What follows belongs to an exercise in optimizing a design on an open flow for small area, a short achievable clock period and few clock cycles; a production flow would make more cautious choices.
At most, simulation tests tie the RTL to the original design; equivalence was not proved.
No activity file was given, so power comes from the tool's default toggle rates.

==> v29: inputs <==
## bat_ss
module bat_ss (
    input  wire        clk,
    input  wire        rst,
    input  wire        start,
    input  wire [3:0]  cfg_bits_in_m1,
    input  wire [3:0]  cfg_bits_out_m1,
    input  wire [7:0]  cfg_samples_m1,
    input  wire [7:0]  cfg_before,
    input  wire [7:0]  cfg_after,
    input  wire [3:0]  cfg_in_align_repeat,
    input  wire [3:0]  cfg_in_align_bits_m1,
    input  wire [3:0]  cfg_out_align_repeat,
    input  wire [3:0]  cfg_out_align_bits_m1,
    input  wire [15:0] cfg_repeat,
    input  wire        in_valid,
    input  wire        in_eod,
    input  wire [7:0]  in_data,
    output wire        in_ready,
    output wire        out_valid,
    output wire [7:0]  out_data,
    input  wire        out_ready,
    output wire        busy,
    output reg         ended_eod
);
export LEC_CHECK = 0
export CAP_MARGIN = 20
export CORE_MARGIN = 2
export CORE_UTILIZATION = 55
export CTS_CLUSTER_DIAMETER = 70
export CTS_CLUSTER_SIZE = 35
export PLACE_DENSITY = 0.7
export SETUP_SLACK_MARGIN = 5
export SLEW_MARGIN = 20
create_clock -name core_clock -period 10.0 [get_ports {clk}]
run.sh (not shown) runs the stock make flow with config.mk's settings and CLKGATE_MAP_FILE= SYNTH_SCRIPT=/design/flow/synth_recipe.tcl, a recipe that flattens the netlist after the stock synthesis.
==> v35: changes against v29 <==
CORE_UTILIZATION = 65   (was 55)
CTS_CLUSTER_DIAMETER = 80   (was 70)
CTS_CLUSTER_SIZE = 30   (was 35)
PLACE_DENSITY = 0.8   (was 0.7)
==> v3: changes against v29 <==
CTS_CLUSTER_DIAMETER = 80   (was 70)
CTS_CLUSTER_SIZE = 30   (was 35)
==> results by group <==
Drt
  • Mean number of vias per cell: approximately 6.4
  • Detailed-router iteration count before antenna repair: 6

Placed design
  • DP Cell Count: around 2.9k

Clock tree
  • Number of buffers added for setup after CTS: 4

Die
  • Starting Density: between 50% and 60%

GRT
  • Number of global-route vias before repair: 18.4k

Status
  • Run status: timing/DRC/antenna clean
That was v29.
==> results by group <==
Clock tree
  • Largest buffer count on any clock path: 3
  • Number of buffers added for setup after CTS: 1

Placed design
  • DP Cell Count: ~2.8k

Finish
  • Post-Layout Inst Area: 23,400 sq um

GRT
  • Number of global-route vias before repair: approximately 19k

Status
  • Run status: timing/DRC/antenna clean

Drt
  • Detailed-router iteration count before antenna repair: 8
That was v35.
==> results by group <==
Drt
  • Mean number of vias per cell: ~6.4
  • Detailed-router iteration count before antenna repair: 6

Placed design
  • DP Cell Count: ~2.9k

Die
  • Starting Density: between 50% and 60%

Status
  • Run status: timing/DRC/antenna clean

Clock tree
  • CTS sink cnt: between 200 and 250
  • TritonCTS clock tree: yes
  • Number of buffers added for setup after CTS: 4

Pwr
  • Clock network power consumption: about 0.83 mW
That was v3.
Testbench counts of v29, summed over its fixed seeds: cycles 46,835.
Testbench counts of v35, summed over its fixed seeds: cycles 46,835.
Testbench counts of v3, summed over its fixed seeds: cycles 46,835.


==> inputs of run a <==
bat_ss, a different RTL version from the one above (not shown whole).
Design bat_ss, start of the top module:
module bat_ss (
    input  wire        clk,
    input  wire        rst,
    input  wire        start,
    input  wire [3:0]  cfg_bits_in_m1,
    input  wire [3:0]  cfg_bits_out_m1,
    input  wire [7:0]  cfg_samples_m1,
    input  wire [7:0]  cfg_before,
    input  wire [7:0]  cfg_after,
    input  wire [3:0]  cfg_in_align_repeat,
    input  wire [3:0]  cfg_in_align_bits_m1,
    input  wire [3:0]  cfg_out_align_repeat,
    input  wire [3:0]  cfg_out_align_bits_m1,
    input  wire [15:0] cfg_repeat,
    input  wire        in_valid,
    input  wire        in_eod,
    input  wire [7:0]  in_data,
    output wire        in_ready,
    output wire        out_valid,
    output wire [7:0]  out_data,
    input  wire        out_ready,
    output wire        busy,
    output reg         ended_eod
);
    localparam [1:0] P_IDLE = 2'd0,
                     P_SAMP = 2'd1,    
                     P_WEND = 2'd2,    
                     P_END  = 2'd3;    
    reg [1:0]  phase;
    reg [3:0]  a_m1;
    reg [3:0]  c_m1;
    reg [7:0]  smp_m1;
    reg [7:0]  bits_before;
    reg [7:0]  bits_after;
    reg [3:0]  in_n;
    reg [3:0]  in_u_m1;
    reg [3:0]  out_m;
    reg [3:0]  out_u_m1;
    reg [3:0]  kmod_r;        
    reg [4:0]  ak_r;          
    reg [3:0]  in_cd;
    reg [3:0]  out_cd;
    reg [15:0] rep_left;      
    reg        wev_d;         
    reg [7:0]  smp_left;      
    reg [8:0]  need;          
    reg [22:0] acc;
    reg [4:0]  n;
    reg        s_v, s_smp, s_pad;
    reg [15:0] s_l;           
  ...
export LEC_CHECK = 0
export CAP_MARGIN = 20
export CORE_MARGIN = 2
export CORE_UTILIZATION = 40
export PLACE_DENSITY = 0.6
export SLEW_MARGIN = 20
create_clock -name core_clock -period 10.0 [get_ports {clk}]
==> inputs of run b, as changes to run a <==
--- a/flow/design.v
+++ b/flow/design.v
@@ -46,15 +46,15 @@
     reg [8:0]  need;          
     reg [22:0] acc;
     reg [4:0]  n;
     reg        s_v, s_smp, s_pad;
     reg [15:0] s_l;           
     reg        q_v, q_smp, q_pad;
     reg [15:0] q_l;           
-    reg [23:0] em;
+    reg [31:0] em;
     reg [5:0]  em_n;
     wire [4:0] a5 = {1'b0, a_m1} + 5'd1;
     wire [4:0] c5 = {1'b0, c_m1} + 5'd1;
     wire [4:0] u5 = {1'b0, in_u_m1} + 5'd1;
     wire [4:0] v5 = {1'b0, out_u_m1} + 5'd1;
     function [15:0] topmask;
         input [3:0] w_m1;
@@ -377,26 +377,26 @@
     end
     wire [4:0] ti = (e_dbl && !e_xtail ? {ri, 1'b0} : {1'b0, ri}) + (ya_i ? {1'b0, yi} : {4'd0, bi_i});
     wire [4:0] to = (e_dbl && !e_xtail ? {ro, 1'b0} : {1'b0, ro}) + (ya_o ? {1'b0, yo} : {4'd0, bi_o});
     wire [3:0] ri_nx = modadd(ti, u5);
     wire [3:0] ro_nx = modadd(to, v5);
     wire [4:0] in_pad  = (ri == 4'd0) ? 5'd0 : u5 - {1'b0, ri};
     wire [4:0] out_pad = (ro == 4'd0) ? 5'd0 : v5 - {1'b0, ro};
-    wire [5:0] room_lim = 6'd23 - {2'd0, c_m1};           
+    wire [5:0] room_lim = 6'd31 - {2'd0, c_m1};           
     wire       room     = (em_n <= room_lim);
     wire       q_acc    = q_v && (!q_smp || room);
     wire       en_b     = !q_v || q_acc;
     wire       en_a     = !s_v || en_b;
     wire       fl       = (phase == P_END) && !s_v && !q_v;
     wire       em_ge8   = (em_n >= 6'd8);
     assign out_valid = em_ge8 || (fl && (em_n != 6'd0));
-    assign out_data  = em[23:16];
+    assign out_data  = em[31:24];
     wire       drain    = out_valid && out_ready;
-    wire [39:0] ins_sh  = {q_l, 24'd0} >> em_n;
-    wire [23:0] em_ins  = em | ((q_acc && q_smp) ? ins_sh[39:16] : 24'd0);
+    wire [47:0] ins_sh  = {q_l, 32'd0} >> em_n;
+    wire [31:0] em_ins  = em | ((q_acc && q_smp) ? ins_sh[47:16] : 32'd0);
     wire [5:0]  em_nadd = em_n + (q_acc && q_smp ? {2'd0, c_m1} + 6'd1 : 6'd0) +
                                  (q_acc && q_pad ? {1'b0, out_pad} : 6'd0);
     wire [5:0]  em_nsub = em_ge8 ? em_nadd - 6'd8 : 6'd0;
     reg  [15:0] e16;
     always @(*) begin
         case (a_m1)
         4'd0: e16 = {s_l[15], s_l[15], s_l[15], s_l[15], s_l[15], s_l[15], s_l[15], s_l[15], s_l[15], s_l[15], s_l[15], s_l[15], s_l[15], s_l[15], s_l[15], s_l[15]};
@@ -464,15 +464,15 @@
             phase     <= P_IDLE;
             ended_eod <= 1'b0;
             s_v       <= 1'b0;
             q_v       <= 1'b0;
             em_n      <= 6'd0;
             n         <= 5'd0;
         end else begin
-            em   <= drain ? {em_ins[15:0], 8'd0} : em_ins;
+            em   <= drain ? {em_ins[23:0], 8'd0} : em_ins;
             em_n <= drain ? em_nsub : em_nadd;
             if (en_b) begin
                 q_v   <= s_v;
                 q_smp <= s_smp;
                 q_pad <= s_pad;
                 q_l   <= q_nx;
             end
@@ -547,15 +547,15 @@
                     in_cd       <= cfg_in_align_repeat;
                     out_cd      <= cfg_out_align_repeat;
                     rep_left    <= cfg_repeat;
                     wev_d       <= 1'b0;
                     smp_left    <= cfg_samples_m1;
                     need        <= {1'b0, cfg_before} + {5'd0, cfg_bits_in_m1} + 9'd1;
                     n           <= 5'd0;
-                    em          <= 24'd0;
+                    em          <= 32'd0;
                     e_ph        <= E_AMOD;
                     e_j         <= 4'd4;
                     ri          <= 4'd0;
                     ro          <= 4'd0;
                     phase       <= P_SAMP;
                 end
             end
- SETUP_SLACK_MARGIN: default -> 5
==> results.txt <==
Wire length: run b is larger than run a (about 0.6%).
Core utilization: run a is lower than run b (1.1 points).
In sequential power, run a and run b hardly differ.
In run a the non-clock buffer count is lower than in run b, by 43.
Against run b, the sequential share of layout area of run a is higher by 0.39 points.
Against run b, the maximum frequency of run a is lower by about 17%.
Between run b and run a, the lower setup slack is in run a (gap 1000 ps).
Synthesized cell count: run b is larger than run a (about 0.7%).
In run a the first-iteration DRC count is larger than in run b, by about 3.4%.
In run a the flip-flop and latch count is lower than in run b, by 8.
==> figures <==
metric	run a	run b
Status	timing/DRC/antenna clean	timing/DRC/antenna clean
GRT Resource Usage Total	0.2335	0.2238
Max FFs per register	24	32
Detailed placer's ending HPWL	47630 um	46820 um
Final worst path period need	5915 ps	4906 ps
Final cycle utilization of the critical path	0.5915	0.4906
Weighted congestion reported at the end of routability-driven placement	0.9555	0.9261
Share of final-layout standard cells stronger than drive strength 1	0.07429	0.1136
XOR/XNOR share of the synthesized area	0.03958	0.03997
Number of nets produced by synthesis	2617	2632
Total combinational power	4.64 mW	4.88 mW
Final clock skew	13.19 ps	34.42 ps
Layout-to-synthesis area ratio	1.1131x	1.1354x
Synth unique cells	95	101
Overall power	7.454 mW	7.784 mW
Cell with the most instances after synthesis	nor2_1	nand2_1
Post-CTS sizing	0	23
Routed via count divided by cell count	5.994	6.028
Clock network fraction of total power	0.137	0.140
Critical-path top delay cell	dfxtp_1	edfxtp_1
Gate count after technology mapping	2387	2403
Die span in y	232.0 um	235.7 um
Testbench counts of run b, summed over its fixed seeds: cycles 47,351.
Only the layout flow was run in run a; the RTL was not checked for function there.

==> static timing again, ports no longer ideal <==
The results above use ideal ports. As a check the final layouts listed here were re-extracted and re-timed, cells and wires unchanged.
Step 1 (the two cells are an assumption about what drives the block):
set clk [get_ports {clk}]
set_driving_cell -lib_cell sky130_fd_sc_hd__clkbuf_16 $clk
set_driving_cell -lib_cell sky130_fd_sc_hd__buf_2 [delete_from_list [all_inputs] $clk]
Step 2 moves the port delays by t, midway between the first and last clock arrival at a register: inputs arrive t later, outputs are due t later. That takes back most of the time a late clock gives input paths.
Slacks: no drivers / after step 1 / after step 2; pairs: no drivers / after step 1.
| run | t (ns) | setup slack, ns | worst slew at a driven data input, ns |
|---|---|---|---|
| v29 | 0.591 | 5.146 / 5.161 / 4.577 | 0.06 |
| v35 | 0.568 | 5.140 / 5.140 / 4.797 | 0.08 |
| v3 | 0.581 | 5.213 / 5.198 / 4.777 | 0.06 |
| run a | 0.647 | 4.085 / 4.022 / 3.804 | 0.08 |
| run b | 0.640 | 5.094 / 5.041 / 4.692 | 0.06 |
After both steps setup and hold are still met in every run listed. The setup slack of v29, which loses most, moves by +0.015 ns with the drivers and by -0.569 ns with both steps.
